Background: an optimization exercise with open tools, aiming at a short achievable clock period and few clock cycles. Do not read the settings as production practice. Function was checked by simulation only, so behaviour that the tests miss may differ from the original.

<file path="flow/run.sh">
#!/bin/bash
# synth_recipe.tcl (not shown) runs the flow's synth.tcl, then flattens the netlist and writes it again
# the make line also repeats each setting of config.mk as NAME=value (left out here)
make -C /OpenROAD-flow-scripts/flow DESIGN_CONFIG=/design/flow/config.mk WORK_HOME=/design/flow/orfs CLKGATE_MAP_FILE= SYNTH_SCRIPT=/design/flow/synth_recipe.tcl finish
</file>
<file path="flow/config.mk">
export PLATFORM = sky130hd
export DESIGN_NAME = nr_power
export DESIGN_NICKNAME = nr_power
export VERILOG_FILES = /design/flow/design.v
export SDC_FILE = /design/flow/constraint.sdc
export NUM_CORES = 4
export LEC_CHECK = 0
export CAP_MARGIN = 20
export CORE_MARGIN = 2
export CORE_UTILIZATION = 40
export PLACE_DENSITY = 0.6
export SLEW_MARGIN = 20
</file>
<file path="flow/constraint.sdc">
create_clock -name core_clock -period 28.0 [get_ports {clk}]
set_input_delay 5.6000 -clock core_clock [delete_from_list [all_inputs] [get_ports {clk}]]
set_output_delay 5.6000 -clock core_clock [all_outputs]
set_load 0.01 [all_outputs]
</file>
<file path="flow/design.v">
module nr_power (
    input  wire        clk,
    input  wire        rst,         
    input  wire        start,       
    input  wire [21:0] len,         
    output wire        idle,
    input  wire        in_valid,
    input  wire [31:0] in_data,     
    output wire        in_ready,
    output reg         done,        
    output reg  [31:0] result       
);
    localparam [2:0] S_IDLE = 3'd0,
                     S_ACC  = 3'd1,
                     S_DINI = 3'd2,
                     S_DIV  = 3'd3,
                     S_RND  = 3'd4;
    reg  [2:0]  state;
    reg  [21:0] cnt;           
    reg                acc_zero;
    reg                acc_inf;
    reg                acc_nan;
    reg  signed [11:0] acc_exp;
    reg         [52:0] acc_sig;
    reg         [52:0] div_sig;
    reg         [4:0]  div_k;
    reg         [54:0] rem;
    reg         [55:0] quo;
    reg         [5:0]  dcnt;
    reg  signed [11:0] q_exp;
    assign idle     = (state == S_IDLE);
    assign in_ready = (state == S_ACC);
    reg [4:0] len_k;
    integer i;
    always @(*) begin
        len_k = 5'd0;
        for (i = 0; i < 22; i = i + 1)
            if (len[i]) len_k = i[4:0];
    end
    wire [52:0] len_sig = {31'd0, len} << (6'd52 - {1'b0, len_k});
    wire [7:0]  x_e = in_data[30:23];
    wire [22:0] x_f = in_data[22:0];
    wire        x_nan  = (x_e == 8'hFF) && (x_f != 23'd0);
    wire        x_inf  = (x_e == 8'hFF) && (x_f == 23'd0);
    wire        x_zero = (x_e == 8'h00) && (x_f == 23'd0);
    wire [23:0] x_m    = {(x_e != 8'h00), x_f};
    wire signed [11:0] x_ex = (x_e == 8'h00) ? -12'sd126
                                             : $signed({4'd0, x_e}) - 12'sd127;
    wire [47:0] sq_p = x_m * x_m;
    reg [5:0] sq_lz;
    always @(*) begin
        sq_lz = 6'd0;
        for (i = 0; i < 48; i = i + 1)
            if (sq_p[i]) sq_lz = 6'd47 - i[5:0];
    end
    wire [47:0] sq_pn  = sq_p << sq_lz;
    wire [52:0] sq_sig = {sq_pn, 5'd0};
    wire signed [11:0] sq_exp = (x_ex <<< 1) + 12'sd1 - $signed({6'd0, sq_lz});
    wire        acc_big  = (acc_exp >= sq_exp);
    wire [52:0] big_sig  = acc_big ? acc_sig : sq_sig;
    wire [52:0] sml_sig  = acc_big ? sq_sig  : acc_sig;
    wire signed [11:0] big_exp = acc_big ? acc_exp : sq_exp;
    wire signed [11:0] dexp    = acc_big ? (acc_exp - sq_exp) : (sq_exp - acc_exp);
    wire [11:0] dsh = dexp;
    wire [55:0] sml_ext = {sml_sig, 3'd0};
    wire [55:0] sml_shr = (dsh >= 12'd56) ? 56'd0 : (sml_ext >> dsh);
    wire [55:0] sml_lost_mask = (dsh >= 12'd56) ? {56{1'b1}} : ~({56{1'b1}} << dsh);
    wire        sml_sticky = |(sml_ext & sml_lost_mask);
    wire [56:0] add_sum = {1'b0, big_sig, 3'd0} + {1'b0, sml_shr};
    wire [55:0] add_n   = add_sum[56] ? add_sum[56:1] : add_sum[55:0];
    wire        add_st  = add_sum[56] ? (add_sum[0] | sml_sticky) : sml_sticky;
    wire signed [11:0] add_e = add_sum[56] ? big_exp + 12'sd1 : big_exp;
    wire        add_g   = add_n[2];
    wire        add_r   = add_n[1] | add_n[0] | add_st;
    wire        add_up  = add_g & (add_r | add_n[3]);
    wire [53:0] add_rs  = {1'b0, add_n[55:3]} + {53'd0, add_up};
    wire [52:0] add_sig = add_rs[53] ? add_rs[53:1] : add_rs[52:0];
    wire signed [11:0] add_exp = add_rs[53] ? add_e + 12'sd1 : add_e;
    wire        q_sticky = (rem != 55'd0);
    wire        q_hi     = quo[55];
    wire [52:0] q_sig0   = q_hi ? quo[55:3] : quo[54:2];
    wire        q_g      = q_hi ? quo[2] : quo[1];
    wire        q_r      = q_hi ? (quo[1] | quo[0] | q_sticky) : (quo[0] | q_sticky);
    wire        q_up     = q_g & (q_r | q_sig0[0]);
    wire [53:0] q_rs     = {1'b0, q_sig0} + {53'd0, q_up};
    wire signed [11:0] q_e0 = q_hi ? q_exp : q_exp - 12'sd1;
    wire [52:0] d_sig    = q_rs[53] ? q_rs[53:1] : q_rs[52:0];
    wire signed [11:0] d_exp = q_rs[53] ? q_e0 + 12'sd1 : q_e0;
    wire        f_ovf   = (d_exp > 12'sd127);
    wire        f_norm  = (d_exp >= -12'sd126);
    wire [11:0] f_bexp  = d_exp + 12'sd127;
    wire signed [11:0] f_shs = -d_exp - 12'sd97;
    wire [11:0] f_sh    = f_shs;
    wire        f_far   = (f_sh > 12'd60);
    wire [52:0] f_sub_q = d_sig >> f_sh;
    wire [52:0] f_sub_gm = 53'd1 << (f_sh - 12'd1);
    wire [52:0] f_sub_rm = f_sub_gm - 53'd1;
    wire        f_sub_g  = |(d_sig & f_sub_gm);
    wire        f_sub_r  = |(d_sig & f_sub_rm);
    reg  [30:0] f_enc;
    reg         f_g, f_r;
    always @(*) begin
        if (f_norm) begin
            f_enc = {f_bexp[7:0], d_sig[51:29]};
            f_g   = d_sig[28];
            f_r   = |d_sig[27:0];
        end else if (f_far) begin
            f_enc = 31'd0;
            f_g   = 1'b0;
            f_r   = 1'b1;
        end else begin
            f_enc = {8'd0, f_sub_q[22:0]};
            f_g   = f_sub_g;
            f_r   = f_sub_r;
        end
    end
    wire        f_up  = f_g & (f_r | f_enc[0]);
    wire [30:0] f_res = f_enc + {30'd0, f_up};
    wire [55:0] rem_sub = {1'b0, rem} - {3'd0, div_sig};
    wire        rem_ge  = !rem_sub[55];
    always @(posedge clk) begin
        if (rst) begin
            state    <= S_IDLE;
            done     <= 1'b0;
            result   <= 32'd0;
            cnt      <= 22'd0;
            acc_zero <= 1'b1;
            acc_inf  <= 1'b0;
            acc_nan  <= 1'b0;
            acc_exp  <= 12'sd0;
            acc_sig  <= 53'd0;
            div_sig  <= 53'd0;
            div_k    <= 5'd0;
            rem      <= 55'd0;
            quo      <= 56'd0;
            dcnt     <= 6'd0;
            q_exp    <= 12'sd0;
        end else begin
            done <= 1'b0;
            case (state)
                S_IDLE: begin
                    if (start) begin
                        cnt      <= len;
                        div_sig  <= len_sig;
                        div_k    <= len_k;
                        acc_zero <= 1'b1;
                        acc_inf  <= 1'b0;
                        acc_nan  <= 1'b0;
                        acc_exp  <= 12'sd0;
                        acc_sig  <= 53'd0;
                        if (len == 22'd0) begin
                            result <= 32'd0;
                            done   <= 1'b1;
                        end else begin
                            state <= S_ACC;
                        end
                    end
                end
                S_ACC: begin
                    if (in_valid) begin
                        cnt <= cnt - 22'd1;
                        if (x_nan)
                            acc_nan <= 1'b1;
                        else if (x_inf)
                            acc_inf <= 1'b1;
                        else if (!x_zero) begin
                            acc_zero <= 1'b0;
                            if (acc_zero) begin
                                acc_sig <= sq_sig;
                                acc_exp <= sq_exp;
                            end else begin
                                acc_sig <= add_sig;
                                acc_exp <= add_exp;
                            end
                        end
                        if (cnt == 22'd1)
                            state <= S_DINI;
                    end
                end
                S_DINI: begin
                    if (acc_nan) begin
                        result <= 32'h7FC00000;
                        done   <= 1'b1;
                        state  <= S_IDLE;
                    end else if (acc_inf) begin
                        result <= 32'h7F800000;
                        done   <= 1'b1;
                        state  <= S_IDLE;
                    end else if (acc_zero) begin
                        result <= 32'h00000000;
                        done   <= 1'b1;
                        state  <= S_IDLE;
                    end else begin
                        rem   <= {2'd0, acc_sig};
                        quo   <= 56'd0;
                        dcnt  <= 6'd55;
                        q_exp <= acc_exp - $signed({7'd0, div_k});
                        state <= S_DIV;
                    end
                end
                S_DIV: begin
                    quo <= {quo[54:0], rem_ge};
                    rem <= rem_ge ? {rem_sub[53:0], 1'b0} : {rem[53:0], 1'b0};
                    dcnt <= dcnt - 6'd1;
                    if (dcnt == 6'd0)
                        state <= S_RND;
                end
                S_RND: begin
                    result <= f_ovf ? 32'h7F800000 : {1'b0, f_res};
                    done   <= 1'b1;
                    state  <= S_IDLE;
                end
                default: state <= S_IDLE;
            endcase
        end
    end
endmodule
</file>
==> results.cfg <==
[outcome]
outcome = complete, no violations

[sta]
clock.fmax_ghz = 0.0369
worst_slew_pin_slew_ns = 1.24
tns_ns = 0
hold_violations = 0
finalCritPeriodShare = 0.968
finalClockSkew_ns = 0.0252
slew_headroom = 0.164
drv_slew = 0
finalCriticalPeriod_ns = 27.10
setup_violations = 0

[clocking]
cts_sinks = 312
clk_path_buf_depth = 3
htree_levels = 2
clk_latency_ns = 0.57
numCtsBuffers = 37
clk_pin_slew_worst_paths_ns = 0.06
clockRootBuffer = clkbuf_16
tritoncts = done

[yosys]
syn_area_sq_um = 62900
ys_types = 139
async_flop_share = 0
synth-seq-area-share = 0.0993
ys.flop_type = dfxtp_1
synth_area_leaders = fa_1 (14%), dfxtp_1 (9.9%), ha_1 (6.7%)
yosysMostFrequentCell = nand2_1
synth-warning-count = 1
synth_commonest_cells = nand2_1 (946), nor2_1 (822), inv_1 (720)
synthesis.instances = 8796
avgSynthCellArea_sq_um = 7.15
ys_ff_latch = 312
syn_nets = 9623
synth_top_cell_by_area = fa_1
yosysTopAreaCellShare = 0.137
synth_edf_count = 0

[job]
maxCapViolCount = 0

[finish]
area_growth_syn_to_layout_pct = 16.7
design_area_sq_um = 73400
drive_gt1_frac = 0.142
instances_no_fill = 11400
final_util = 0.470
nNetsFinal = 10100

[global_route]
grt_remaining_overflow = 0
grt_max_degree = 93
grt_pass1_wl_mm = 432
antenna_found_initial = 8
gr-usage-all-layers = 0.348
grt_pass1_vias = 67400

[critical_path]
critical_path_class = input pin to flop
cp.required_ns = 28.41
r2r_setup_slack_ns = 14.98
critical_path.max_fanout = 39
cpMostUsedCell = buf_4
arrival_ns = 27.51
worst_setup_path_end_kind = flop
critical-path-slowest-cell = clkdlybuf4s50_1
crit_path_start_kind = input pin
slowest_delay_ns = 0.69

[routing]
drt_iter0_markers = 8548
vias = 71100
drtPass1Iterations = 7
drc_errors = 0
ant_nets = 0
wl_per_cell_microns = 25.5
wirelength_mm = 291
routed_via_density = 6.23

[place]
io_buffers = 90
placed_cell_area_sq_um = 71900
place.gp.congestion = 1.09
dp_hpwl_mm = 231
dp.cells = 11300

[floorplan]
fp.coreArea_sq_um = 156000
die-width_microns = 401
initial_utilization = 0.403
dieHeight_microns = 401
fp-row-count = 145
pin_count = 93
dieArea_sq_um = 160000

[worst_hold_path]
hold_path_class = flop to flop
-- layer usage --
metal | up-vias | wire (microns) | track usage
met2 | 3662 | 122000 | 0.518
met1 | 34200 | 122000 | 0.469
met4 | 6 | 19200 | 0.192
met5 | - | 51 | 0
met3 | 757 | 28400 | 0.0709
li1 | 32500 | - | -
-- layout make-up --
class / count / area, sq um
Fill cell: 15900 / 82800
Multi-Input combinational cell: 7192 / 52200
Timing Repair Buffer: 1045 / 8360
Sequential cell: 312 / 6250
Inverter: 727 / 2730
Tap cell: 2058 / 2570
Clock buffer: 48 / 1030
Clock inverter: 20 / 253
Antenna cell: 5 / 12.5
-- cells by family (layout without fill, tap and decap cells) --
group / after synthesis / count (layout) / synth area share
flip-flops: 312 / 312 / 0.0993
XOR/XNOR: 354 / 354 / 0.0496
buffers and inverters: 1292 / 1840 / 0.0798
AND/OR/NAND/NOR: 3273 / 3273 / 0.252
AO/OA/AOI/OAI: 2528 / 2528 / 0.270
other: 1 / 6 / 0.0000596
multiplexers: 265 / 265 / 0.0454
adder cells (fa/ha/maj): 771 / 771 / 0.205
-- registers in the layout, summed over array words and instances, names as in the netlist --
name / count
acc_exp: 12
acc_inf: 1
acc_nan: 1
acc_sig: 53
acc_zero: 1
cnt: 22
dcnt: 6
div_k: 5
div_sig: 53
done: 1
q_exp: 12
quo: 56
rem: 55
result: 31
state: 3
-- stage by stage --
stage / hold slack, ns / setup WS, ns
finish: 0.450 / 0.901
global route: 0.483 / -0.00756
floorplan: 0.430 / 0.0157
CTS: 0.453 / 0.285
global placement: 0.438 / -0.00973
detailed placement: 0.441 / -0.188
-- what timing repair did --
| item | 4_1_cts | 5_1_grt |
|---|---|---|
| buffers inserted | 0 | 4 |
| hold buffers | 0 | 0 |
| setup endpoints to repair | 0 | 65 |
| gates resized for setup | 0 | 42 |
-- worst paths after layout --
| kind | startpoint | endpoint | depth (start not counted) |
|---|---|---|---|
| max | in_data[0] | acc_exp[10] | 91 |
| min | result[18] | result[18] | 2 |
| max reg2reg | acc_exp[0] | acc_exp[10] | 57 |
| min reg2reg | result[18] | result[18] | 2 |
-- worst max-delay path, delay by kind of cell --
kind / cells / cell delay (ns)
xor+xnor: 3 / 0.46
compound gates: 29 / 6.88
buf+inv: 22 / 4.15
simple gates: 22 / 4.32
mux: 1 / 0.33
fa+ha+maj: 14 / 5.65
-- layout by cell type (no fill, tap or decap), drive strengths merged, types with 42 or more instances in the layout --
cell type      instances
a21boi                42
ha                   338
nor2                 830
clkdlybuf4s50         83
mux2                  62
o22ai                101
a211oi               163
xor2                 126
o31ai                 67
nand2b                68
a21oi                633
a31oi                118
or2                   42
a221oi                42
buf                  955
nor3                 261
nor4                 102
fa                   431
o21a                  42
dfxtp                312
nand4                101
nand2                947
o21ai                527
a311oi                54
nand3                347
and2                 286
inv                  727
and3                  66
or3                   60
mux2i                193
nor2b                 54
xnor2                228
o211ai                90
a32oi                 42
a21o                  75
clkbuf                49
a22oi                 97
Testbench counts, summed over its fixed seeds: cycles 70,786.

port drivers added, routing unchanged:
The flow's constraints put no driver on any port. The routed layout listed below was extracted and timed again, unchanged, in two steps.
Step 1 (the two cells are an assumption about what drives the block):
set clk [get_ports {clk}]
set_driving_cell -lib_cell sky130_fd_sc_hd__clkbuf_16 $clk
set_driving_cell -lib_cell sky130_fd_sc_hd__buf_2 [delete_from_list [all_inputs] $clk]
Step 2 also shifts input and output timing later by t, the mid clock arrival at the registers, as if the neighbouring blocks saw the same clock.
Three values: ideal, step 1, step 2; two values: the first two.
shift t [ns]: 0.633
setup slack, ns: 0.901 / 0.943 / 0.310
hold WS [ns]: 0.450 / 0.450 / 0.450
clock arrival spread, ns: 0.027 / 0.027
After both steps this run still meets setup and hold. For this run, drivers alone change the setup slack by +0.042 ns; drivers and shift together by -0.591 ns.
